What follows belongs to an exercise in optimizing a design on an open flow for small area, a short achievable clock period and few clock cycles per item; a production flow would make more cautious choices.
Only simulation tests tie the RTL to the original design; equivalence was not proved.
No activity file was given, so power comes from the tool's default toggle rates.

`flow/flow/run.sh`:
```
#!/bin/bash
# Own layout flow: the standard flow (standard.sh, which runs ORFS from
# the standard synthesis to the final layout), unchanged except that
#  - the timing repair after floorplan, CTS and global route aims for a setup
#    slack of SETUP_SLACK_MARGIN ns instead of 0, and
#  - clock tree synthesis inserts no dummy loads.
# The clock period, the SDC and every other setting are the design's and
# config.mk's.
set -euo pipefail
cat >> config.mk <<'CFG'
export SETUP_SLACK_MARGIN = 10.5
export CTS_ARGS = -sink_clustering_enable -repair_clock_nets -dont_use_dummy_load
CFG
bash standard.sh > standard.log 2>&1
```
`flow/standard.sh`:
```
#!/bin/bash
# synth_recipe.tcl (not shown) runs the flow's synth.tcl, then flattens the netlist and writes it again
# the make line also repeats each setting of config.mk as NAME=value (left out here)
make -C /OpenROAD-flow-scripts/flow DESIGN_CONFIG=/design/flow/config.mk WORK_HOME=/design/flow/orfs CLKGATE_MAP_FILE= SYNTH_SCRIPT=/design/flow/synth_recipe.tcl "${@:-finish}"
```
`flow/config.mk`:
```
export PLATFORM = sky130hd
export DESIGN_NAME = bse
export DESIGN_NICKNAME = bse
export VERILOG_FILES = /design/flow/design.v
export SDC_FILE = /design/flow/constraint.sdc
export NUM_CORES = 8
export LEC_CHECK = 0
export ABC_AREA = 1
export CAP_MARGIN = 20
export CORE_MARGIN = 2
export CORE_UTILIZATION = 50
export PLACE_DENSITY = 0.6
export SLEW_MARGIN = 20
export SETUP_SLACK_MARGIN = 10.5
export CTS_ARGS = -sink_clustering_enable -repair_clock_nets -dont_use_dummy_load
```
`flow/constraint.sdc`:
```
create_clock -name core_clock -period 15.0 [get_ports {clk}]
set_input_delay 3.0000 -clock core_clock [delete_from_list [all_inputs] [get_ports {clk}]]
set_output_delay 3.0000 -clock core_clock [all_outputs]
set_load 0.01 [all_outputs]
```
`flow/design.v`:
```
module bse (
    input  wire        clk,
    input  wire        rst,
    input  wire        cmd_valid,
    output wire        cmd_ready,
    input  wire [31:0] cmd,
    input  wire [63:0] a0,
    input  wire [63:0] a1,
    input  wire [63:0] a2,
    input  wire [63:0] a3,
    output reg         done,
    output reg  [63:0] r0,
    output wire [63:0] r1,
    output reg  [2:0]  err,
    output reg  [6:0]  sticky
);
    localparam [7:0] OP_INIT   = 8'h01, OP_INITC  = 8'h02, OP_CLOSE  = 8'h03,
                     OP_STATUS = 8'h04, OP_GETPOS = 8'h10, OP_SETPOS = 8'h11,
                     OP_GETLEN = 8'h12, OP_GETL8  = 8'h13, OP_GETL16 = 8'h14,
                     OP_GETL32 = 8'h15, OP_GETL64 = 8'h16, OP_GETCAP = 8'h17,
                     OP_WR     = 8'h20, OP_WRR    = 8'h21, OP_RD     = 8'h22,
                     OP_RDR    = 8'h23, OP_WRA    = 8'h24, OP_RDA    = 8'h25,
                     OP_RDBYTE = 8'h26, OP_AND    = 8'h30, OP_OR     = 8'h31,
                     OP_XOR    = 8'h32, OP_NOT    = 8'h33, OP_SHL    = 8'h40,
                     OP_SHR    = 8'h41;
    localparam [2:0] V_X = 3'd0, V_NOT = 3'd1, V_AND = 3'd2, V_OR = 3'd3, V_XOR = 3'd4;
    wire [7:0] c_opc = cmd[7:0];
    wire [3:0] c_sd  = cmd[11:8];
    wire [3:0] c_sa  = cmd[15:12];
    wire [3:0] c_sb  = cmd[19:16];
    wire [2:0] c_wid = cmd[22:20];
    wire c_form_s   = (c_opc == OP_INIT) || (c_opc == OP_INITC) || (c_opc == OP_CLOSE) ||
                      (c_opc == OP_STATUS) || (c_opc == OP_RDBYTE) ||
                      ((c_opc >= OP_GETPOS) && (c_opc <= OP_GETCAP));
    wire c_form_sw  = (c_opc >= OP_WR) && (c_opc <= OP_RDA);
    wire c_form_dab = (c_opc == OP_AND) || (c_opc == OP_OR) || (c_opc == OP_XOR);
    wire c_form_da  = (c_opc == OP_NOT) || (c_opc == OP_SHL) || (c_opc == OP_SHR);
    wire c_legal = (c_form_s   && cmd[31:12] == 20'd0 && c_sd < 4) ||
                   (c_form_sw  && cmd[31:23] == 9'd0 && cmd[19:12] == 8'd0 &&
                    c_wid <= 3'd4 && c_sd < 4) ||
                   (c_form_dab && cmd[31:20] == 12'd0 && c_sd < 4 && c_sa < 4 && c_sb < 4) ||
                   (c_form_da  && cmd[31:16] == 16'd0 && c_sd < 4 && c_sa < 4);
    reg [6:0] c_w;
    always @(*) begin
        case (c_wid)
            3'd0:    c_w = 7'd1;
            3'd1:    c_w = 7'd8;
            3'd2:    c_w = 7'd16;
            3'd3:    c_w = 7'd32;
            default: c_w = 7'd64;
        endcase
    end
    wire        c_sub     = (c_opc == OP_WRR) || (c_opc == OP_RDR);
    wire        c_rdbyte  = (c_opc == OP_RDBYTE);
    wire        c_rngflag = a1[63] || a2[63] || (|a1[62:7]) || (|a2[62:7]);
    wire        c_arrtmem = (|a0) || (|a1);
    wire        c_a0big   = |a0[62:9];
    wire        c_ndp     = (c_opc >= OP_WR && c_opc <= OP_RDR) || c_rdbyte ||
                            c_form_dab || c_form_da;
    wire        c_rdc     = (c_opc == OP_RD) || (c_opc == OP_RDR) || c_rdbyte;
    wire [65:0] ax = {3'b000, a1[62:0]};
    wire [65:0] ay = {3'b111, ~a2[62:0]};
    wire [65:0] az = {3'b111, ~a3[62:0]};
    wire [65:0] cs = ax ^ ay ^ az;
    wire [65:0] cc = {(ax[64:0] & ay[64:0]) | (ax[64:0] & az[64:0]) | (ay[64:0] & az[64:0]), 1'b1};
    wire [63:0] g0 = (cs[63:0] & cc[63:0]) | 64'd1;      
    wire [63:0] p0 = cs[63:0] | cc[63:0];               
    reg  [3:0]  c_bg, c_bp;
    integer bi, bl, ti;
    reg  [15:0] tg, tp, ng, np;
    always @(*) begin
        for (bi = 0; bi < 4; bi = bi + 1) begin
            tg = g0[bi*16 +: 16];
            tp = p0[bi*16 +: 16];
            for (bl = 0; bl < 4; bl = bl + 1) begin
                ng = 16'd0; np = 16'd0;
                for (ti = 0; ti < 8; ti = ti + 1) begin
                    ng[ti] = tg[2*ti+1] | (tp[2*ti+1] & tg[2*ti]);
                    np[ti] = tp[2*ti+1] & tp[2*ti];
                end
                tg = ng; tp = np;
            end
            c_bg[bi] = tg[0];
            c_bp[bi] = tp[0];
        end
    end
    wire        c_g64 = cs[64] & cc[64];
    wire        c_p64 = cs[64] | cc[64];
    wire        c_p65 = cs[65] ^ cc[65];
    wire        c_aneg = a1[63] || a2[63] || a3[63];
    reg         i_v;
    reg         i_legal;
    reg  [7:0]  i_opc;
    reg  [1:0]  i_sd, i_sa, i_sb;
    reg  [63:0] i_a0;
    reg         i_a0neg, i_a0big;
    reg  [6:0]  i_b, i_c;
    reg  [2:0]  i_wid;
    reg         i_rngflag, i_arrtmem, i_aneg;
    reg  [3:0]  i_bg, i_bp;
    reg         i_g64, i_p64, i_p65;
    reg         i_build, i_ndp, i_rdc;
    reg         stall;               
    reg         rdy_q;               
    assign cmd_ready = rdy_q;
    always @(posedge clk) begin
        if (rst)
            i_v <= 1'b0;
        else if (!stall)
            i_v <= cmd_valid;
        if (!stall) begin
            i_legal   <= c_legal;
            i_opc     <= c_opc;
            i_sd      <= c_sd[1:0];
            i_sa      <= c_sa[1:0];
            i_sb      <= c_sb[1:0];
            i_a0      <= a0;
            i_a0neg   <= a0[63];
            i_a0big   <= c_a0big;
            i_b       <= c_sub ? a1[6:0] : 7'd0;
            i_c       <= c_sub ? a2[6:0] : c_rdbyte ? 7'd8 : c_w;
            i_wid     <= c_wid;
            i_rngflag <= c_rngflag;
            i_arrtmem <= c_arrtmem;
            i_aneg    <= c_aneg;
            i_bg      <= c_bg;
            i_bp      <= c_bp;
            i_g64     <= c_g64;
            i_p64     <= c_p64;
            i_p65     <= c_p65;
            i_build   <= c_form_dab || c_form_da;
            i_ndp     <= c_ndp;
            i_rdc     <= c_rdc;
        end
    end
    reg  [3:0] open_q;
    reg  [3:0] nw_q  [0:3];
    reg  [8:0] len_q [0:3];
    reg  [8:0] pos_q [0:3];
    wire [7:0] opc = i_opc;
    wire [1:0] d   = i_sd;
    reg        go_q;                 
    wire       go  = go_q;
    wire g0x = !opc[6] && !opc[5] && !opc[4];
    wire g1x = !opc[6] && !opc[5] &&  opc[4];
    wire g2x = !opc[6] &&  opc[5] && !opc[4];
    wire g3x =  opc[5] &&  opc[4];
    wire g4x =  opc[6];
    wire op_init   = g0x && !opc[2] && !opc[1];
    wire op_initc  = g0x && opc[1] && !opc[0];
    wire op_close  = g0x && opc[1] && opc[0];
    wire op_status = g0x && opc[2];
    wire op_getpos = g1x && opc[2:0] == 3'd0;
    wire op_setpos = g1x && opc[2:0] == 3'd1;
    wire op_getlen = g1x && opc[2:0] == 3'd2;
    wire op_getl8  = g1x && opc[2:0] == 3'd3;
    wire op_getl16 = g1x && opc[2:0] == 3'd4;
    wire op_getl32 = g1x && opc[2:0] == 3'd5;
    wire op_getl64 = g1x && opc[2:0] == 3'd6;
    wire op_getcap = g1x && opc[2:0] == 3'd7;
    wire op_wr     = g2x && !opc[2] && !opc[1];
    wire op_rd     = g2x && ((!opc[2] && opc[1]) || (opc[2] && opc[1]));
    wire op_sub    = g2x && !opc[2] && opc[0];
    wire op_arr    = g2x && opc[2] && !opc[1];
    wire op_rda    = g2x && opc[2] && !opc[1] && opc[0];
    wire op_rdbyte = g2x && opc[2] && opc[1];
    wire op_and    = g3x && opc[1:0] == 2'd0;
    wire op_or     = g3x && opc[1:0] == 2'd1;
    wire op_dab    = g3x && !(opc[1] && opc[0]);
    wire op_not    = g3x && opc[1] && opc[0];
    wire op_shl    = g4x && !opc[0];
    wire op_shr    = g4x && opc[0];
    wire op_da     = op_not || g4x;
    wire op_query  = op_status || (g1x && opc[2:0] != 3'd1);
    wire need_d    = (g0x && !op_init && !op_initc && !op_status) || g1x || g2x;
    wire need_a    = g3x || g4x;
    wire [3:0] dsel = 4'b0001 << d;
    wire [3:0] asel = 4'b0001 << i_sa;
    wire [3:0] bsl  = 4'b0001 << i_sb;
    wire [3:0]  s_capbad, s_short;
    wire [9:0]  s_wend  [0:3];
    wire [8:0]  s_avail [0:3];
    wire [10:0] s_st    [0:3];
    wire [3:0]  s_wrnw  [0:3];       
    genvar gs;
    generate
        for (gs = 0; gs < 4; gs = gs + 1) begin : M
            wire [8:0]  p  = pos_q[gs];
            wire [3:0]  nw = nw_q[gs];
            wire [9:0]  we = {1'b0, p} + {3'd0, i_c};
            reg [3:0] lim;
            always @(*) begin
                case (nw)
                    4'd3:    lim = 4'd6;
                    4'd5:    lim = 4'd5;
                    4'd6:    lim = 4'd6;
                    4'd7:    lim = 4'd7;
                    default: lim = 4'd8;
                endcase
            end
            wire [10:0] room = {2'd0, lim, 5'd0} - {2'd0, p} - {4'd0, i_c};
            assign s_wend[gs]   = we;
            wire [4:0]  need = we[9:5] + {4'd0, we[4:0] != 5'd0};
            wire nw_ok1 = ({1'b0, nw} >= need);
            wire nw_ok2 = ({nw, 1'b0} >= need);
            wire nw_ok3 = ({nw[3:0], 2'b0} >= {1'b0, need});
            assign s_wrnw[gs] = nw_ok1 ? nw : nw_ok2 ? {nw[2:0], 1'b0} :
                                nw_ok3 ? {nw[1:0], 2'b0} : {nw[0], 3'b0};
            assign s_capbad[gs] = room[10];
            assign s_avail[gs]  = len_q[gs] - p;
            assign s_short[gs]  = ({2'b0, i_c} >= s_avail[gs]);
            assign s_st[gs]     = {2'b0, p} - {4'b0, i_b};
        end
    endgenerate
    wire [8:0]  P     = pos_q[d];
    wire [8:0]  L     = len_q[d];
    wire [3:0]  NW    = nw_q[d];
    wire [8:0]  LA    = len_q[i_sa];
    wire [8:0]  LB    = len_q[i_sb];
    wire [9:0]  wend  = s_wend[d];
    wire [9:0]  wlast = wend - 10'd1;
    wire        cap_bad = |(dsel & s_capbad);
    wire [8:0]  avail = s_avail[d];
    wire        rd_short = |(dsel & s_short);
    wire [6:0]  rd_k  = rd_short ? avail[6:0] : i_c;
    wire [8:0]  rd_np = rd_short ? L : wend[8:0];
    wire [10:0] n_st  = s_st[d];
    wire [8:0] initc_sum = i_a0[8:0] + 9'd31;
    wire [3:0] initc_nw  = (i_a0[8:0] == 9'd0) ? 4'd1 : initc_sum[8:5];
    wire       initc_big = i_a0big || (i_a0[8:0] > 9'd256);
    wire setpos_bad = i_a0neg || i_a0big || (i_a0[8:0] > L);
    reg  [6:0] ex_w;
    always @(*) begin
        case (i_wid)
            3'd0:    ex_w = 7'd1;
            3'd1:    ex_w = 7'd8;
            3'd2:    ex_w = 7'd16;
            3'd3:    ex_w = 7'd32;
            default: ex_w = 7'd64;
        endcase
    end
    wire rng_bad    = i_rngflag || ({1'b0, i_b} + {1'b0, i_c} > {1'b0, ex_w});
    wire arr_c64    = i_bg[3] | (i_bp[3] & (i_bg[2] | (i_bp[2] & (i_bg[1] | (i_bp[1] & i_bg[0])))));
    wire arr_c65    = i_g64 | (i_p64 & arr_c64);
    wire arr_bad    = i_aneg || (i_p65 ^ arr_c65);
    wire open_d = |(dsel & open_q);
    wire open_a = |(asel & open_q);
    wire open_b = |(bsl & open_q);
    wire e1 = !i_legal;
    wire e2 = (need_d && !open_d) || (need_a && !open_a) || (op_dab && !open_b);
    wire e3 = (op_initc && i_a0neg) || (op_sub && rng_bad) || (op_arr && arr_bad) ||
              (op_dab && LA != LB) || (g4x && i_a0neg);
    wire e4 = op_setpos && setpos_bad;
    wire e5 = op_arr && i_arrtmem;
    wire e6 = (op_initc && initc_big) || (op_wr && cap_bad);
    wire ex_ok = !(e1 || e2 || e3 || e4 || e5 || e6);
    wire [2:0] ex_err = e1 ? 3'd1 : e2 ? 3'd2 : e3 ? 3'd3 : e4 ? 3'd4 : e5 ? 3'd5 :
                        e6 ? 3'd6 : 3'd0;
    wire ok = go && ex_ok;
    reg [9:0] ex_q;
    always @(*) begin
        ex_q = 10'd0;
        if (op_status) ex_q = open_d ? 10'd3 : 10'd0;
        if (op_getpos) ex_q = {1'b0, P};
        if (op_getlen) ex_q = {1'b0, L};
        if (op_getl8)  ex_q = ({1'b0, L} + 10'd7) >> 3;
        if (op_getl16) ex_q = ({1'b0, L} + 10'd15) >> 4;
        if (op_getl32) ex_q = ({1'b0, L} + 10'd31) >> 5;
        if (op_getl64) ex_q = ({1'b0, L} + 10'd63) >> 6;
        if (op_getcap) ex_q = {1'b0, NW, 5'd0};
    end
    reg         bact;                
    reg         b_last;              
    reg         b_bin, b_shl, b_shr;
    reg  [2:0]  b_op;
    reg  [1:0]  b_sa, b_sb, b_sd;
    reg  [10:0] b_off;               
    reg  [9:0]  b_e;                 
    reg  [3:0]  b_step;
    reg  [2:0]  b_np;
    wire        b_more = bact && !b_last;
    wire [8:0]  ncap   = initc_big ? 9'd256 : i_a0[8:0];
    wire        x_bin  = b_more ? b_bin : op_dab;
    wire        x_shl  = b_more ? b_shl : op_shl;
    wire        x_shr  = b_more ? b_shr : op_shr;
    wire [2:0]  x_op   = b_more ? b_op  : op_not ? V_NOT : op_da ? V_X :
                                          op_and ? V_AND : op_or ? V_OR : V_XOR;
    wire [1:0]  x_sa   = b_more ? b_sa  : i_sa;
    wire [1:0]  x_sb   = b_more ? b_sb  : i_sb;
    wire [1:0]  x_sd   = b_more ? b_sd  : d;
    wire [10:0] x_off  = b_more ? b_off : op_shl ? {2'b0, ncap} :
                                          op_shr ? (11'd0 - {2'b0, ncap}) : 11'd0;
    wire [9:0]  e0     = op_shl ? {1'b0, LA} - {1'b0, ncap} : {1'b0, ncap};
    wire [9:0]  x_e    = b_more ? b_e : e0;
    wire [2:0]  np0    = LA[8:6] + {2'd0, LA[5:0] != 6'd0};
    wire [2:0]  x_np   = b_more ? b_np : np0;
    wire [3:0]  x_step = b_more ? b_step + 4'd1 : 4'd0;
    wire [3:0]  x_nst  = x_bin ? {x_np, 1'b1} : {1'b0, x_np} + 4'd1;    
    wire        x_last = (x_step == x_nst - 4'd1);
    wire        x_run  = b_more || (ok && i_build && np0 != 3'd0);
    wire        x_rd   = x_bin ? (x_step[3:1] != x_np) : (x_step[2:0] != x_np);
    wire [1:0]  x_npm1 = x_np[1:0] - 2'd1;
    wire [1:0]  x_cr   = x_bin ? x_step[2:1] : x_shr ? x_npm1 - x_step[1:0] : x_step[1:0];
    wire        x_wr   = x_bin ? (!x_step[0] && x_step != 4'd0) : (x_step != 4'd0);
    wire [1:0]  x_cw   = x_bin ? x_step[2:1] - 2'd1 :
                         x_shr ? x_np[1:0] - x_step[1:0] : x_step[1:0] - 2'd1;
    wire [10:0] x_st   = {3'd0, x_cr, 6'd0} + (x_bin ? 11'd0 : x_off);
    wire [1:0]  x_rs   = (x_bin && x_step[0]) ? x_sb : x_sa;
    wire [2:0]  x_vop  = (x_bin && !x_step[0]) ? V_X : x_op;
    wire [3:0]  x_th   = x_e[9:6] - {2'd0, x_cr};
    wire [6:0]  x_tc   = x_th[3] ? 7'd0 : (x_th[2:0] != 3'd0) ? 7'd64 : {1'b0, x_e[5:0]};
    wire       n_iv    = stall ? i_v : cmd_valid;
    wire       n_indp  = stall ? i_ndp : c_ndp;
    wire       n_ird   = stall ? i_rdc : c_rdc;
    wire [1:0] n_isd   = stall ? i_sd : c_sd[1:0];
    wire       x_nlast = (x_step + 4'd1 == x_nst - 4'd1);   
    wire n_stall = !rst && n_iv && n_indp && x_run && !x_last &&
                   !(x_nlast && n_ird && n_isd != x_sd);
    function [3:0] hkof;
        input [2:0] w0;
        begin
            hkof[0] = w0[2] ^ (w0[1:0] != 2'd0);
            hkof[1] = w0[2] ^ (w0[1:0] > 2'd1);
            hkof[2] = w0[2] ^ (w0[1:0] > 2'd2);
            hkof[3] = w0[2];
        end
    endfunction
    wire [2:0]  wf = P[7:5];
    wire [2:0]  wl = wlast[7:5];
    wire [7:0]  n_words = (8'hFF << wf) & ~(8'hFE << wl);
    wire        bsel    = b_more || i_build;
    wire        rsel    = b_more ? !(go && i_ndp) : i_build;
    wire [1:0]  u_rs    = rsel ? x_rs : d;
    wire [10:0] u_st    = rsel ? x_st : n_st;
    reg  [31:0] dc_bsel;             
    reg  [11:0] dc_rot;              
    reg  [4:0]  dc_sh;               
    reg  [6:0]  dc_rlo, dc_rk;       
    reg         dc_rfull;
    reg  [3:0]  dc_wsoh;             
    reg  [7:0]  dc_words;            
    reg  [11:0] dc_plc;              
    reg  [3:0]  dc_mlo, dc_mhi;      
    reg  [4:0]  dc_plo, dc_phi;      
    reg  [95:0] dc_y;
    wire [63:0] dc_val = dc_y[63:0];
    reg         dc_bupd;             
    reg  [3:0]  dc_bld;              
    reg  [2:0]  dc_vop;
    wire [3:0]  u_hk  = hkof(u_st[7:5]);
    wire [3:0]  u_oh  = 4'b0001 << u_st[6:5];
    wire [3:0]  u_r0  = u_oh;
    wire [3:0]  u_r1  = {u_oh[2:0], u_oh[3]};
    wire [3:0]  u_r2  = {u_oh[1:0], u_oh[3:2]};
    wire [3:0]  u_rsoh = 4'b0001 << u_rs;
    reg  [31:0] u_bsel;
    reg  [11:0] n_plc;
    integer kk, mm;
    always @(*) begin
        for (kk = 0; kk < 4; kk = kk + 1) begin
            u_bsel[kk*8 +: 4]     = u_rsoh & {4{!u_hk[kk]}};
            u_bsel[kk*8 + 4 +: 4] = u_rsoh & {4{ u_hk[kk]}};
            for (mm = 0; mm < 3; mm = mm + 1)
                n_plc[kk*3 + mm] = (n_st[6:5] + mm[1:0] == kk[1:0]);
        end
    end
    wire [63:0] bd;
    always @(posedge clk) begin
        dc_bsel <= u_bsel;
        dc_rot  <= {u_r2, u_r1, u_r0};
        dc_sh   <= u_st[4:0];
        if (rsel) begin
            dc_rlo   <= x_shr ? x_tc : 7'd0;
            dc_rk    <= x_tc;
            dc_rfull <= !x_shl;
            dc_vop   <= x_vop;
        end else begin
            dc_rlo   <= i_b;
            dc_rk    <= rd_k;
            dc_rfull <= 1'b0;
            dc_vop   <= V_X;
        end
        if (bsel) begin
            dc_wsoh  <= (x_run && x_wr) ? (4'b0001 << x_sd) : 4'd0;
            dc_words <= 8'b11 << {x_cw, 1'b0};
        end else begin
            dc_wsoh  <= (ok && op_wr && i_c != 7'd0) ? dsel : 4'd0;
            dc_words <= n_words;
        end
        dc_plc  <= bsel ? 12'd0 : n_plc;
        dc_mlo  <= bsel ? 4'd0 : 4'b0001 << wf[1:0];
        dc_mhi  <= bsel ? 4'd0 : 4'b0001 << wl[1:0];
        dc_bupd <= x_run && x_rd;
        dc_bld  <= bsel ? (x_cw[0] ? 4'b1100 : 4'b0011) : 4'b0000;
        dc_plo  <= P[4:0];
        dc_phi  <= wlast[4:0];
        dc_y    <= dc_bupd ? {32'd0, bd} : {32'd0, i_a0} << n_st[4:0];
    end
    reg        da_v;
    reg  [2:0] da_err;
    reg        da_r0w, da_r0x, da_rdff;
    reg  [9:0] da_q;
    reg        da_r1w;
    reg  [6:0] da_r1;
    always @(posedge clk) begin
        da_v    <= go && !rst;
        da_err  <= ex_err;
        da_r0w  <= ok && (op_query || op_rd) && !rst;
        da_r0x  <= op_rd;
        da_rdff <= op_rdbyte && (rd_k == 7'd0);
        da_q    <= ex_q;
        da_r1w  <= ok && (op_rd || op_rda) && !rst;
        da_r1   <= op_rd ? rd_k : 7'd0;
    end
    integer k;
    always @(posedge clk) begin
        stall <= n_stall;
        rdy_q <= !n_stall;
        go_q  <= !rst && n_iv && !n_stall;
        if (rst) begin
            open_q <= 4'hF;
            for (k = 0; k < 4; k = k + 1) begin
                nw_q[k]  <= 4'd1;
                len_q[k] <= 9'd0;
                pos_q[k] <= 9'd0;
            end
            bact   <= 1'b0;
        end else begin
            if (ok) begin
                if (op_init || op_initc) begin
                    open_q[d] <= 1'b1;
                    nw_q[d]   <= op_initc ? initc_nw : 4'd1;
                    len_q[d]  <= 9'd0;
                    pos_q[d]  <= 9'd0;
                end
                if (op_close)
                    open_q[d] <= 1'b0;
                if (op_setpos)
                    pos_q[d] <= i_a0[8:0];
                if (op_wr) begin
                    pos_q[d] <= wend[8:0];
                    if (rd_short)                
                        len_q[d] <= wend[8:0];
                    for (k = 0; k < 4; k = k + 1)
                        if (dsel[k])
                            nw_q[k] <= s_wrnw[k];
                end
                if (op_rd)
                    pos_q[d] <= rd_np;
                if (op_dab || op_da) begin
                    open_q[d] <= 1'b1;
                    nw_q[d]   <= nw_q[i_sa];
                    len_q[d]  <= LA;
                    pos_q[d]  <= 9'd0;
                end
            end
            bact <= x_run;
        end
        b_last <= x_last;
        b_bin  <= x_bin;
        b_shl  <= x_shl;
        b_shr  <= x_shr;
        b_op   <= x_op;
        b_sa   <= x_sa;
        b_sb   <= x_sb;
        b_sd   <= x_sd;
        b_off  <= x_off;
        b_e    <= x_e;
        b_step <= x_step;
        b_np   <= x_np;
    end
    wire [127:0]  bus;
    wire [1023:0] mq;                
    genvar gj;
    generate
        for (gs = 0; gs < 4; gs = gs + 1) begin : S
            for (gj = 0; gj < 8; gj = gj + 1) begin : J
                reg [31:0] q;
                wire en = dc_wsoh[gs] && dc_words[gj];
                always @(posedge clk)
                    if (en)
                        q <= bus[(gj%4)*32 +: 32];
                assign mq[(gs*8+gj)*32 +: 32] = q;
            end
        end
    endgenerate
    wire [127:0] banks;
    genvar gk;
    generate
        for (gk = 0; gk < 4; gk = gk + 1) begin : B
            reg [31:0] acc;
            integer s, h;
            always @(*) begin
                acc = 32'd0;
                for (h = 0; h < 2; h = h + 1)
                    for (s = 0; s < 4; s = s + 1)
                        acc = acc | ({32{dc_bsel[gk*8 + h*4 + s]}} & mq[(s*8 + h*4 + gk)*32 +: 32]);
            end
            assign banks[gk*32 +: 32] = acc;
        end
    endgenerate
    function [63:0] therm;
        input [6:0] r;
        reg   [8:0] gt, eq;
        reg   [7:0] ge;
        integer j;
        begin
            for (j = 0; j < 9; j = j + 1) begin
                gt[j] = (j > r[6:3]);
                eq[j] = (j == r[6:3]);
            end
            for (j = 0; j < 8; j = j + 1)
                ge[j] = (j >= r[2:0]);
            for (j = 0; j < 64; j = j + 1)
                therm[j] = gt[j/8] | (eq[j/8] & ge[j%8]);
        end
    endfunction
    function [31:0] sel4;
        input [3:0]  oh;
        input [127:0] b;
        begin
            sel4 = ({32{oh[0]}} & b[31:0])  | ({32{oh[1]}} & b[63:32]) |
                   ({32{oh[2]}} & b[95:64]) | ({32{oh[3]}} & b[127:96]);
        end
    endfunction
    wire [95:0] win = {sel4(dc_rot[11:8], banks), sel4(dc_rot[7:4], banks),
                       sel4(dc_rot[3:0], banks)};
    wire [95:0] win_sh = win >> dc_sh;
    wire [6:0]  rhi    = dc_rfull ? 7'd64 : dc_rlo + dc_rk;
    wire [63:0] rmask  = therm(dc_rlo) & ~therm(rhi);
    wire [63:0] X      = win_sh[63:0] & rmask;
    reg [63:0] bd1, bd0;
    always @(*) begin
        case (dc_vop)
            V_NOT:   begin bd1 = 64'd0;   bd0 = ~64'd0;  end
            V_AND:   begin bd1 = dc_val;  bd0 = 64'd0;   end
            V_OR:    begin bd1 = ~64'd0;  bd0 = dc_val;  end
            V_XOR:   begin bd1 = ~dc_val; bd0 = dc_val;  end
            default: begin bd1 = ~64'd0;  bd0 = 64'd0;   end
        endcase
    end
    assign bd = (X & bd1) | (~X & bd0);
    wire [95:0] y   = dc_y;
    wire [31:0] tlo = ~32'd0 << dc_plo;
    wire [31:0] thi = ~(~32'd0 << dc_phi) | (32'd1 << dc_phi);
    generate
        for (gk = 0; gk < 4; gk = gk + 1) begin : K
            wire [31:0] yk = ({32{dc_plc[gk*3 + 0]}} & y[31:0]) |
                             ({32{dc_plc[gk*3 + 1]}} & y[63:32]) |
                             ({32{dc_plc[gk*3 + 2]}} & y[95:64]) |
                             ({32{dc_bld[gk]}} & dc_val[(gk%2)*32 +: 32]);
            wire [31:0] mk = (dc_mlo[gk] ? tlo : ~32'd0) & (dc_mhi[gk] ? thi : ~32'd0);
            assign bus[gk*32 +: 32] = (yk & mk) | (banks[gk*32 +: 32] & ~mk);
        end
    endgenerate
    reg [6:0] r1_q;
    assign r1 = {57'd0, r1_q};
    always @(posedge clk) begin
        if (rst) begin
            done   <= 1'b0;
            r0     <= 64'd0;
            r1_q   <= 7'd0;
            err    <= 3'd0;
            sticky <= 7'd0;
        end else begin
            done <= da_v;
            if (da_v) begin
                err <= da_err;
                if (da_err != 3'd0)
                    sticky[da_err] <= 1'b1;
            end
            if (da_r0w)
                r0 <= da_r0x ? (da_rdff ? 64'hFFFF_FFFF_FFFF_FFFF : X) : {54'd0, da_q};
            if (da_r1w)
                r1_q <= da_r1;
        end
    end
endmodule
```
==> qor.csv, run 1 <==
stage,metric,value,unit
status,outcome,finished clean,
synth,main flop type after synthesis,edfxtp_1,
pwr,Leak,42.8,nW
drt,1st-iter DRT viols,12700,
placement,routability cong.,1.10,
placement,DP HPWL,297,mm
critical_path,"slowest stage delay, CP",0.36,ns
clocking,clk sinks,1568,
synth,Syn Std Cell Area,89900,um2
final_layout,share of cells above drive strength 1,7.19,%
drt,via count,86300,
critical_path,worst-path cell chain,dlygate4sd2_1,
final_layout,Fill cells,15700,
die,die area,183000,um2
synth,Synth Instances,11200,
synth,number of synthesized flops with an enable pin,1216,
synth,"FF+latch count, synth",1568,
critical_path,Worst setup EP type,output pin,
job,MaxCap Viol Count,0,
sta,period utilization,29.8,%
die,Starting Density,50.3,%
grt,initial antenna violation count,18,
hold_path,hold endpoint,b_off[6],
critical_path,"CP delay by family, top",flip-flops,
sta,slew at the pin with the worst max-slew slack,1.32,ns
die,io pins,431,
grt,first-pass GRT wire length,558,mm
drt,DR WL/cell,28.6,um
sta,RSZ-0062 raised after global routing,true,
clocking,clock root buffer,clkbuf_16,
die,die height,428,um
sta,"Slew Viols, Final",0,
sta,Max Clk Rate,0.223,GHz
pwr,logic gate share of total power,33.7,%
grt,largest net degree at the start of global routing,93,
clocking,hold_buf cts,0,
drt,Pre-Repair DR Iteration Count,9,
clocking,"Reg clk slew, reported paths",0.06,ns
critical_path,CP max-delay cell,dfxtp_1,
clocking,Num CTS Buffers,164,
critical_path,flop2flop setup slack,10.56,ns
final_layout,"Cell Count, Final, Fillers Out",13900,
drt,met1 WL,150,mm
drt,DR vias/cell,6.21,
pwr,switch share,39.6,%
clocking,CTS tree,built,
pwr,sequential power share,40.7,%
pwr,PD cells,133,nW/um2
drt,metal3 WL,43.0,mm
pwr,internal power,0.00820,W
clocking,# H-tree levels,4,
synth,YS warnings,1,
sta,relative slew slack,10.9,%
critical_path,WP depth,1,
drt,Post-DRT Antenna Nets,0,
pwr,total power,0.0136,W
synth,sequential area share after synthesis,48.5,%
hold_path,hold path startpoint,b_off[6],
placement,Inst Count DP,13600,
pwr,Clock power frac,25.6,%
grt,grt total ovfl,0,
die,Die X,428,um
grt,number of global-route vias before repair,78800,
critical_path,CP startpoint kind,register,
final_layout,number of nets in the layout,12200,
critical_path,reg2reg path depth,23,
synth,Syn Area/Cell,8.05,um2
placement,port bufs,373,
sta,hold_ws,0.449,ns
clocking,clk latency of the worst-skew pair,0.86,ns
sta,setup TNS,0,ns
grt,GRT Total Usage,41.9,%
synth,"Async S/R FF share, synth",0,%
die,Core Rows,155,
sta,Worst Skew,0.124,ns
drt,DRC viols,0,
hold_path,Worst Hold Depth,2,
critical_path,Reg2Reg Capture Point,nw_q[2][2],
drt,DRT Wirelength,398,mm
pwr,maximum VDD drop,0.119,mV
critical_path,Critical Path RT,12.00,ns
critical_path,CP Data Arrival Time,1.47,ns
critical_path,CP max FO,2,
sta,Final min period,4.47,ns
drt,top sig layer,met5,
hold_path,Hold Path Class,register to register,
drt,met2 wirelength from detailed routing,170,mm
sta,"Hold Vio Cnt, Final",0,
clocking,clock buffer depth,3,
critical_path,Buf/Inv on CP,1,
critical_path,Crit Reg-Reg Startpoint,i_c[2],
sta,final setup violation count,0,
critical_path,kind of critical path,register to output pin,
final_layout,P&R area growth vs syn,13.9,%
die,core region area,179000,um2
pwr,P_sw,0.00539,W
synth,Synth cell types,69,
==> layout make-up <==
| class | instances | area (um2) | area share [%] |
|---|---|---|---|
| sequential | 1568 | 43600 | 42.6 |
| inverter | 867 | 3330 | 3.25 |
| clock buffer | 164 | 4100 | 4.01 |
| multi-input combinational | 8236 | 41900 | 40.9 |
| antenna | 11 | 27.5 | 0.0269 |
| timing repair buffer | 706 | 6420 | 6.28 |
| tap | 2355 | 2950 | 2.88 |
| timing repair inverter | 2 | 12.5 | 0.0122 |
==> registers in the layout, summed over array words and instances, names as in the netlist, 16 cells and up, named ones only <==
register  cells
len_q        36
pos_q        36
dc_bsel      32
r0           64
i_a0         63
S.J.q      1024
dc_y         95
nw_q         16
==> cells in the final DEF, fill, tap and decap left out, drive strengths merged, types with 207 or more instances in the layout <==
master / count
o21ai: 650
o22ai: 207
nand3: 1023
a21oi: 523
nand4: 285
dfxtp: 352
clkdlybuf4s50: 281
edfxtp: 1216
ha: 250
inv: 855
nor2: 880
buf: 325
nand2: 3604
==> power by group through the flow <==
stage                     Clock, W  Sequential [W]  Combinational, W
final                      0.00347         0.00553           0.00459
after global routing       0.00365         0.00551           0.00477
after CTS                  0.00348         0.00550           0.00430
after detailed placement         0         0.00559           0.00426
after global placement           0         0.00559           0.00420
after floorplan                  0         0.00536           0.00235
==> cells in the mapped netlist, types with 43 or more instances <==
master    count  area share (%)
o21ai_0     635             3.5
edfxtp_1   1216              41
dfxtp_1     352             7.8
or2_2        53            0.37
o22ai_1     207             1.4
nor2_1      872             3.6
nor4_1       43            0.30
ha_1        250             3.5
xor2_1       84            0.82
fa_1         74             1.6
nor3_1       89            0.50
nand4_1     284             2.0
a21oi_1     522             2.9
buf_4        62            0.52
a211oi_1     77            0.64
buf_1        69            0.29
inv_1       842             3.5
clkbuf_1    405             1.7
nand3_1    1019             5.7
nand2_1    3595              15
a22o_1       65            0.63
==> cell families after synthesis <==
group	after synthesis	share of synthesized area, %
AND/OR/NAND/NOR	6023	28.1
AO/OA/AOI/OAI	1702	10.8
flip-flops	1568	48.5
buffers and inverters	1423	6.27
adder cells (fa/ha/maj)	324	5.13
XOR/XNOR	112	1.09
multiplexers	13	0.146
other	1	0.00417
==> repair_timing <==
item / 4_1_cts / 5_1_grt
endpoints found under the setup margin: 415 / 297
gates cloned: 4 / 9
pin swaps: 21 / 51
setup buffers: 32 / 69
resized for setup: 223 / 213
==> worst max path at each step <==
stage	start	endpoint	slack (ns)
3_3_place_gp	i_sd[1]	dc_y[55]	9.13
2_1_floorplan	a2[3]	i_bg[0]	10.47
3_5_place_dp	i_sd[0]	dc_y[55]	9.04
4_1_cts	a2[7]	i_bg[0]	10.50
6_report	sticky[6]	sticky[6]	10.53
5_1_grt	i_c[2]	nw_q[1][3]	10.39
==> per-layer routing <==
metal | global-route usage [%] | vias to the layer above
met5 | 0 | -
li1 | - | 38600
met4 | 29.7 | 8
met1 | 54.5 | 40900
met2 | 62.4 | 5716
met3 | 8.68 | 1166
==> stage by stage <==
step / util, % / setup WS [ns] / area [um2]
floorplan: - / 10.47 / 90100
global placement: 53.8 / 9.13 / 96100
detailed placement: 53.8 / 9.04 / 96100
CTS: 56.5 / 10.50 / 101000
global route: 57.3 / 10.39 / 102000
finish: 57.3 / 10.53 / 102000
Testbench counts, summed over its fixed seeds: cycles 33,996, cmds 32,000.
==> run 2, diff against run 1 <==
--- a/flow/config.mk
+++ b/flow/config.mk
@@ -9,6 +9,6 @@
 export CAP_MARGIN = 20
 export CORE_MARGIN = 2
-export CORE_UTILIZATION = 50
-export PLACE_DENSITY = 0.6
+export CORE_UTILIZATION = 55
+export PLACE_DENSITY = 0.65
 export SLEW_MARGIN = 20
 export SETUP_SLACK_MARGIN = 10.5
==> run 2 against run 1 <==
  * Synthesized cell count unchanged
  * Setup slack got worse by 0.019 ns
  * First-iteration DRC count increased by 42%
  * Area after synthesis unchanged
  * Routed wire length increased by 7.2%
  * Global-route usage increased by 7.6 points
  * Fmax decreased by 0.41%
  * Register-to-register slack got worse by 0.05 ns
  * Sequential cell count unchanged
  * Final area decreased by 0.42%
  * Clock skew increased by 0.017 ns
  * Clock power decreased by 1%
  * Critical endpoint is now r0[16]
==> qor.csv, run 2 <==
stage,metric,value,unit,change
final_layout,number of nets in the layout,12100,,-0.44%
grt,first-pass GRT wire length,596,mm,+6.7%
grt,GRT Total Usage,49.5,%,+7.6 points
drt,via count,91000,,+5.4%
synth,synth cell count leaders,"nand2_1, edfxtp_1, nand3_1, nor2_1, inv_1",,
clocking,"Reg clk slew, reported paths",0.07,ns,about the same
synth,post-synth top area share,40.6,%,unchanged
clocking,clock buffer depth,3,,unchanged
synth,sequential area share after synthesis,48.5,%,unchanged
synth,mux contribution to synthesized area,0.146,%,unchanged
placement,Inst Count DP,13400,,-1.6%
synth,Synth Instances,11200,,unchanged
critical_path,CP max-delay cell,dfxtp_1,,
synth,Syn Std Cell Area,89900,um2,unchanged
grt,initial antenna violation count,33,,+15
final_layout,"Cell Count, Final, Fillers Out",13700,,-1.6%
critical_path,CP Data Arrival Time,5.09,ns,+3.62 ns
critical_path,"slowest stage delay, CP",0.69,ns,+0.33 ns
synth,Syn Area/Cell,8.05,um2,unchanged
placement,routability cong.,1.12,,+1.6%
synth,number of synthesized flops with an enable pin,1216,,unchanged
synth,"area leader, netlist",edfxtp_1,,
clocking,hold_buf cts,0,,unchanged
clocking,# H-tree levels,4,,unchanged
drt,DR vias/cell,6.65,,+7.1%
die,core region area,163000,um2,-9.0%
sta,Final min period,4.49,ns,+0.0185 ns
placement,DP HPWL,307,mm,+3.6%
synth,post-synthesis compound-gate area fraction,10.8,%,unchanged
die,die height,408,um,-4.6%
drt,Pre-Repair DR Iteration Count,14,,+5
final_layout,"commonest non-fill, non-tap cell in the layout",nand2_1,,
synth,Synth cell types,69,,unchanged
final_layout,"commonest cells after routing, fill and taps aside","nand2_1, edfxtp_1, nand3_1",,
critical_path,flop2flop setup slack,10.51,ns,-0.05 ns
synth,ranking of synthesized cells by area,"edfxtp_1, nand2_1, dfxtp_1",,
drt,1st-iter DRT viols,18000,,+42%
sta,"Hold Vio Cnt, Final",0,,unchanged
drt,Post-DRT Antenna Nets,0,,unchanged
sta,"Slew Viols, Final",0,,unchanged
critical_path,Critical Path RT,15.60,ns,+3.60 ns
drt,DR WL/cell,31.2,um,+8.9%
die,die area,167000,um2,-9.0%
synth,Post-Synth Adder-Cell Area,5.13,%,unchanged
final_layout,biggest registers after layout,"S.J.q (1024), dc_y (95), r0 (64)",,
critical_path,"CP delay by family, top",simple AND/OR/NAND/NOR gates,,
die,io pins,431,,unchanged
clocking,clock root buffer,clkbuf_16,,
clocking,clk sinks,1568,,unchanged
clocking,CTS tree,built,,
synth,"FF+latch count, synth",1568,,unchanged
sta,Max Clk Rate,0.223,GHz,-0.41%
sta,final setup violation count,0,,unchanged
synth,Simple-Gate Fraction of Synth Area,28.1,%,unchanged
critical_path,Buf/Inv on CP,0,,-1
synth,most common cell in the synthesized netlist,nand2_1,,
pwr,PD cells,134,nW/um2,+1.2%
final_layout,P&R area growth vs syn,13.4,%,
critical_path,worst-path cell chain,nand2_1 -> nand3_1 -> nor2_1 -> nand4_1 -> nand2_1 -> nand2_1 -> nor2_2 -> nand2_1 -> nand3_1 -> nand3_1 -> nand3_1 -> nand3_1 -> nand3_1 -> nand2_1 -> nand2_1 -> a21oi_1,,
die,Core Rows,148,,-4.5%
synth,largest family of logic cells by synthesized area,simple AND/OR/NAND/NOR gates,,
critical_path,CP max FO,21,,+19
sta,period utilization,30.0,%,+0.12 points
sta,RSZ-0062 raised after global routing,true,,
sta,relative slew slack,4.87,%,-6.1 points
sta,setup TNS,0,ns,unchanged
critical_path,kind of critical path,register to register,,
job,MaxCap Viol Count,0,,unchanged
grt,largest net degree at the start of global routing,93,,unchanged
drt,DRC viols,0,,unchanged
final_layout,max reg flops,1024,,unchanged
sta,slew at the pin with the worst max-slew slack,1.43,ns,+0.103 ns
pwr,maximum VDD drop,0.123,mV,+3.4%
synth,YS warnings,1,,unchanged
synth,main flop type after synthesis,edfxtp_1,,
critical_path,Worst setup EP type,register,,
final_layout,share of cells above drive strength 1,7.35,%,+0.16 points
grt,number of global-route vias before repair,84400,,+7.0%
hold_path,Hold Path Class,register to register,,
drt,DRT Wirelength,427,mm,+7.2%
status,outcome,finished clean,,
clocking,Num CTS Buffers,155,,-5.5%
placement,port bufs,373,,unchanged
final_layout,Top reg by flops,S.J.q,,
synth,xor and xnor area share after synthesis,1.09,%,unchanged
clocking,clk latency of the worst-skew pair,0.87,ns,about the same
die,Die X,408,um,-4.6%
sta,Worst Skew,0.141,ns,+0.0173 ns
synth,"Async S/R FF share, synth",0,%,unchanged
die,Starting Density,55.3,%,+5.0 points
pwr,Leak,42.7,nW,-0.21%
grt,grt total ovfl,0,,unchanged
critical_path,CP startpoint kind,register,,
final_layout,Fill cells,13100,,-16%
[run 2: cell counts after synthesis]
Identical to the previous run, type by type.
[run 2: path summary, 6_finish.rpt]
path              start       to  depth (start not counted)
max          dc_bsel[3]   r0[16]                         16
min reg2reg     b_sb[1]  b_sb[1]                          2
min             b_sb[1]  b_sb[1]                          2
max reg2reg  dc_bsel[3]   r0[16]                         16
[run 2: where the power goes]
| part | switching, W | total (W) | internal (W) |
|---|---|---|---|
| Clock | 0.00162 | 0.00342 | 0.00181 |
| Combinational | 0.00355 | 0.00465 | 0.00110 |
| Sequential | 0.000462 | 0.00563 | 0.00516 |
| Total | 0.00563 | 0.0137 | 0.00807 |
[run 2: area by class of cell]
cell class | instances | area (um2) | area share (%)
timing repair buffer | 660 | 6100 | 5.99
sequential | 1568 | 43600 | 42.8
timing repair inverter | 3 | 17.5 | 0.0172
antenna | 19 | 47.5 | 0.0466
tap | 2175 | 2720 | 2.67
inverter | 867 | 3320 | 3.26
multi-input combinational | 8237 | 42200 | 41.4
clock buffer | 155 | 3880 | 3.80
[run 2: through the flow]
stage,util [%],area (um2),power [W],setup WS [ns],hold WS [ns]
2_1_floorplan,-,90100,0.00770,10.47,0.416
3_3_place_gp,58.8,95600,0.00971,9.14,0.428
3_5_place_dp,58.8,95600,0.00980,9.09,0.431
4_1_cts,61.6,100000,0.0132,10.49,0.444
5_1_grt,62.7,102000,0.0139,10.43,0.470
6_report,62.7,102000,0.0137,10.51,0.448
[run 2: logic make-up (layout without fill, tap and decap cells)]
logic type                 count (synthesis)  count (layout)
adders and majority gates                324             324
DFF                                     1568            1568
other                                      1              76
xor gates and xnor gates                 112             112
AOI/OAI and AO/OA                       1702            1702
muxes                                     13              13
and+or+nand+nor                         6023            6029
buffers and inverters                   1423            1685
[run 2: what timing repair did]
item                                    4_1_cts  5_1_grt
pin swaps                                    27       80
gates cloned                                  4        8
endpoints found under the hold margin         0        0
buffers inserted                             26       69
endpoints found under the setup margin      445      334
gates resized for setup                     268      251
[run 2: metal layers]
layer / part of all wire (%) / global-route usage, % / up-vias
met5: 0.035 / 0 / -
met4: 11 / 39.1 / 22
met3: 14 / 15.2 / 2121
met2: 41 / 71.8 / 8393
met1: 34 / 61.2 / 42000
li1: - / - / 38500
[run 2: worst reg2reg max path: cells and delay by family (launching register included)]
family / cells / cell delay (ns)
AND/OR/NAND/NOR: 15 / 3.54
AO/OA/AOI/OAI: 1 / 0.07
flip-flops: 1 / 0.69
==> run 3, diff against run 2 <==
--- a/flow/flow/run.sh
+++ b/flow/flow/run.sh
@@ -9,5 +9,5 @@
 set -euo pipefail
 cat >> config.mk <<'CFG'
-export SETUP_SLACK_MARGIN = 10.5
+export SETUP_SLACK_MARGIN = 10.75
 export CTS_ARGS = -sink_clustering_enable -repair_clock_nets -dont_use_dummy_load
 CFG
--- a/flow/config.mk
+++ b/flow/config.mk
@@ -9,7 +9,7 @@
 export CAP_MARGIN = 20
 export CORE_MARGIN = 2
-export CORE_UTILIZATION = 55
-export PLACE_DENSITY = 0.65
+export CORE_UTILIZATION = 50
+export PLACE_DENSITY = 0.6
 export SLEW_MARGIN = 20
-export SETUP_SLACK_MARGIN = 10.5
+export SETUP_SLACK_MARGIN = 10.75
 export CTS_ARGS = -sink_clustering_enable -repair_clock_nets -dont_use_dummy_load
==> run 3 against run 2 <==
  * Still clean
  * Register-to-register slack improved by 0.20 ns
  * Synthesized cell count did not move
  * Fmax rose by 3.7%
  * Critical path type is now register to output pin
  * Critical endpoint is now r0[2]
  * Largest cell class unchanged
  * Highest routed layer unchanged
==> qor.csv, run 3 <==
stage,metric,value,unit,change
placement,port bufs,373,,unchanged
clocking,clk latency of the worst-skew pair,0.88,ns,about the same
critical_path,Worst setup EP type,output pin,,
sta,slew at the pin with the worst max-slew slack,1.26,ns,-0.161 ns
pwr,PD cells,130,nW/um2,-3.1%
sta,Max Clk Rate,0.231,GHz,+3.7%
grt,GRT Total Usage,42.4,%,-7.0 points
sta,Final min period,4.33,ns,-0.161 ns
die,core region area,179000,um2,+9.9%
sta,RSZ-0062 raised after global routing,true,,
placement,routability cong.,1.09,,-2.1%
critical_path,Critical Path RT,12.00,ns,-3.60 ns
clocking,clk sinks,1568,,unchanged
final_layout,Top reg by flops,S.J.q,,
sta,setup TNS,0,ns,unchanged
die,Starting Density,50.3,%,-5.0 points
synth,main flop type after synthesis,edfxtp_1,,
critical_path,kind of critical path,register to output pin,,
final_layout,max reg flops,1024,,unchanged
hold_path,Hold Path Class,register to register,,
critical_path,CP max FO,2,,-90%
final_layout,Multi-input gate area,42800,um2,+1.3%
pwr,sequential power share,40.7,%,-0.4 points
job,MaxCap Viol Count,0,,unchanged
pwr,total power,0.0136,W,-0.71%
drt,Post-DRT Antenna Nets,0,,unchanged
pwr,internal power,0.00818,W,+1.4%
synth,post-synth top area share,40.6,%,unchanged
die,die area,183000,um2,+9.9%
clocking,"Reg clk slew, reported paths",0.06,ns,about the same
final_layout,biggest registers after layout,"S.J.q (1024), dc_y (95), r0 (64)",,
drt,Pre-Repair DR Iteration Count,10,,-4
synth,most common cell in the synthesized netlist,nand2_1,,
die,io pins,431,,unchanged
final_layout,Finished Cell Area,104000,um2,+2.4%
placement,Post-DP Area,96000,um2,+0.48%
critical_path,worst-path cell chain,buf_6,,
sta,"Slew Viols, Final",0,,unchanged
critical_path,Buf/Inv on CP,1,,+1
synth,"FF+latch count, synth",1568,,unchanged
pwr,Leak,43.6,nW,+2.0%
sta,relative slew slack,15.7,%,+11 points
synth,synth cell count leaders,"nand2_1, edfxtp_1, nand3_1, nor2_1, inv_1",,
sta,Worst Skew,0.103,ns,-0.0378 ns
placement,DP HPWL,298,mm,-3.1%
drt,DR WL/cell,28.8,um,-7.7%
synth,"area leader, netlist",edfxtp_1,,
critical_path,CP Data Arrival Time,1.33,ns,-3.76 ns
grt,first-pass GRT wire length,565,mm,-5.2%
final_layout,number of nets in the layout,12200,,+1.1%
final_layout,Fill cells,15700,,+20%
critical_path,CP startpoint kind,register,,
final_layout,P&R area growth vs syn,16.2,%,
synth,number of synthesized flops with an enable pin,1216,,unchanged
die,Core Rows,155,,+4.7%
final_layout,Seq. cell area,43700,um2,+0.23%
synth,sequential area share after synthesis,48.5,%,unchanged
clocking,clock buffer depth,3,,unchanged
sta,worst setup margin,10.67,ns,+0.161 ns
drt,DR vias/cell,6.19,,-6.8%
status,outcome,finished clean,,
synth,Syn Std Cell Area,89900,um2,unchanged
critical_path,"slowest stage delay, CP",0.40,ns,-0.29 ns
grt,number of global-route vias before repair,80300,,-4.8%
sta,"Hold Vio Cnt, Final",0,,unchanged
drt,DRT Wirelength,403,mm,-5.7%
pwr,P_sw,0.00542,W,-3.7%
final_layout,"commonest non-fill, non-tap cell in the layout",nand2_1,,
pwr,maximum VDD drop,0.0907,mV,-27%
final_layout,share of cells above drive strength 1,11.0,%,+3.7 points
clocking,Num CTS Buffers,159,,+2.6%
synth,ranking of synthesized cells by area,"edfxtp_1, nand2_1, dfxtp_1",,
drt,DRC viols,0,,unchanged
clocking,clock root buffer,clkbuf_16,,
synth,Synth cell types,69,,unchanged
synth,Synth Instances,11200,,unchanged
pwr,logic gate share of total power,34.3,%,+0.4 points
drt,1st-iter DRT viols,12300,,-31%
die,Die X,428,um,+4.8%
synth,"Async S/R FF share, synth",0,%,unchanged
sta,final setup violation count,0,,unchanged
pwr,switch share,39.9,%,-1.2 points
clocking,hold_buf cts,0,,unchanged
critical_path,"CP delay by family, top",flip-flops,,
pwr,Clock power frac,25.0,%,about the same
sta,period utilization,28.9,%,-1.1 points
final_layout,"commonest cells after routing, fill and taps aside","nand2_1, edfxtp_1, nand3_1",,
die,die height,428,um,+4.8%
placement,Place WS,9.22,ns,+0.131 ns
grt,largest net degree at the start of global routing,96,,+3.2%
grt,initial antenna violation count,23,,-30%
synth,Syn Area/Cell,8.05,um2,unchanged
critical_path,CP max-delay cell,dfxtp_4,,
synth,YS warnings,1,,unchanged
clocking,# H-tree levels,4,,unchanged
clocking,CTS tree,built,,
drt,via count,86600,,-4.8%
grt,grt total ovfl,0,,unchanged
[run 3: cell count changes in the layout (fill, tap and decap cells not counted), moves of 31 or more]
cell,before,now
inv_1,801,758
o21ai_0,537,483
buf_4,253,354
dfxtp_2,23,99
o21ai_1,89,122
inv_2,47,86
clkdlybuf4s50_1,257,226
buf_6,12,101
dlygate4sd2_1,90,27
dfxtp_1,320,243
[run 3: area by class of cell]
class,count,area share (%)
antenna,6,0.0144
clock buffer,159,3.81
inverter,867,3.19
multi-input combinational,8237,41.0
sequential,1568,41.9
tap,2355,2.82
timing repair buffer,786,7.30
timing repair inverter,3,0.0192
[run 3: power by group through the flow]
stage          Sequential, W  Combinational [W]  Clock (W)
6_report             0.00554            0.00467    0.00340
5_1_grt              0.00552            0.00486    0.00357
4_1_cts              0.00551            0.00432    0.00340
3_5_place_dp         0.00560            0.00423          0
3_3_place_gp         0.00560            0.00416          0
2_1_floorplan        0.00536            0.00235          0
[run 3: layer usage]
metal	up-vias	wire [um]	track usage, %
met5	-	267	0
met4	28	33700	28.7
met3	1235	45900	10.4
met2	5698	175000	64.6
met1	40900	148000	53.6
li1	38700	-	-
[run 3: stage by stage]
| step | util (%) | hold slack [ns] | cells |
|---|---|---|---|
| final | 58.5 | 0.458 | 14000 |
| after global routing | 58.5 | 0.475 | 14000 |
| after CTS | 57.1 | 0.456 | 13800 |
| after detailed placement | 53.8 | 0.441 | 13600 |
| after global placement | 53.8 | 0.434 | 13600 |
| after floorplan | - | 0.416 | 11200 |
[run 3: cell families after synthesis]
family,after synthesis,synth area share [%]
AOI/OAI and AO/OA,1702,10.8
xor gates and xnor gates,112,1.09
adders and majority gates,324,5.13
buffers and inverters,1423,6.27
DFF,1568,48.5
muxes,13,0.146
other,1,0.00417
and+or+nand+nor,6023,28.1
[run 3: worst paths after layout]
| check | startpoint | end | slack [ns] | cells past startpoint |
|---|---|---|---|---|
| max | r0[2] | r0[2] | 10.67 | 1 |
| min | b_sa[1] | b_sa[1] | 0.46 | 2 |
| max reg2reg | pos_q[3][0] | len_q[0][1] | 10.71 | 25 |
| min reg2reg | b_sa[1] | b_sa[1] | 0.46 | 2 |
[run 3: repair_timing]
item | 4_1_cts | 5_1_grt
setup buffers | 75 | 133
setup endpoints to repair | 459 | 436
gates resized for setup | 831 | 399
pin swaps | 59 | 135
cloned | 11 | 8

==> re-timing with driven ports <==
No port has a modelled driver above. Below, the same layouts with a new extraction and two added sets of constraints.
Step 1 (the two cells are an assumption about what drives the block):
set clk [get_ports {clk}]
set_driving_cell -lib_cell sky130_fd_sc_hd__clkbuf_16 $clk
set_driving_cell -lib_cell sky130_fd_sc_hd__buf_2 [delete_from_list [all_inputs] $clk]
Step 2 also shifts input and output timing later by t, the mid clock arrival at the registers, as if the neighbouring blocks saw the same clock.
Three values: ideal ports, drivers, drivers and shift; two values: the first two.
run | shift t [ns] | setup slack, ns | pins driven straight from the clock port
run 1 | 0.868 | 10.526 / 10.459 / 9.719 | 1
run 2 | 0.874 | 10.507 / 10.451 / 9.658 | 1
run 3 | 0.905 | 10.668 / 10.592 / 9.859 | 1
After both steps setup and hold are still met in every run listed. The setup slack of run 2, which loses most, moves by -0.056 ns with the drivers and by -0.849 ns with both steps.
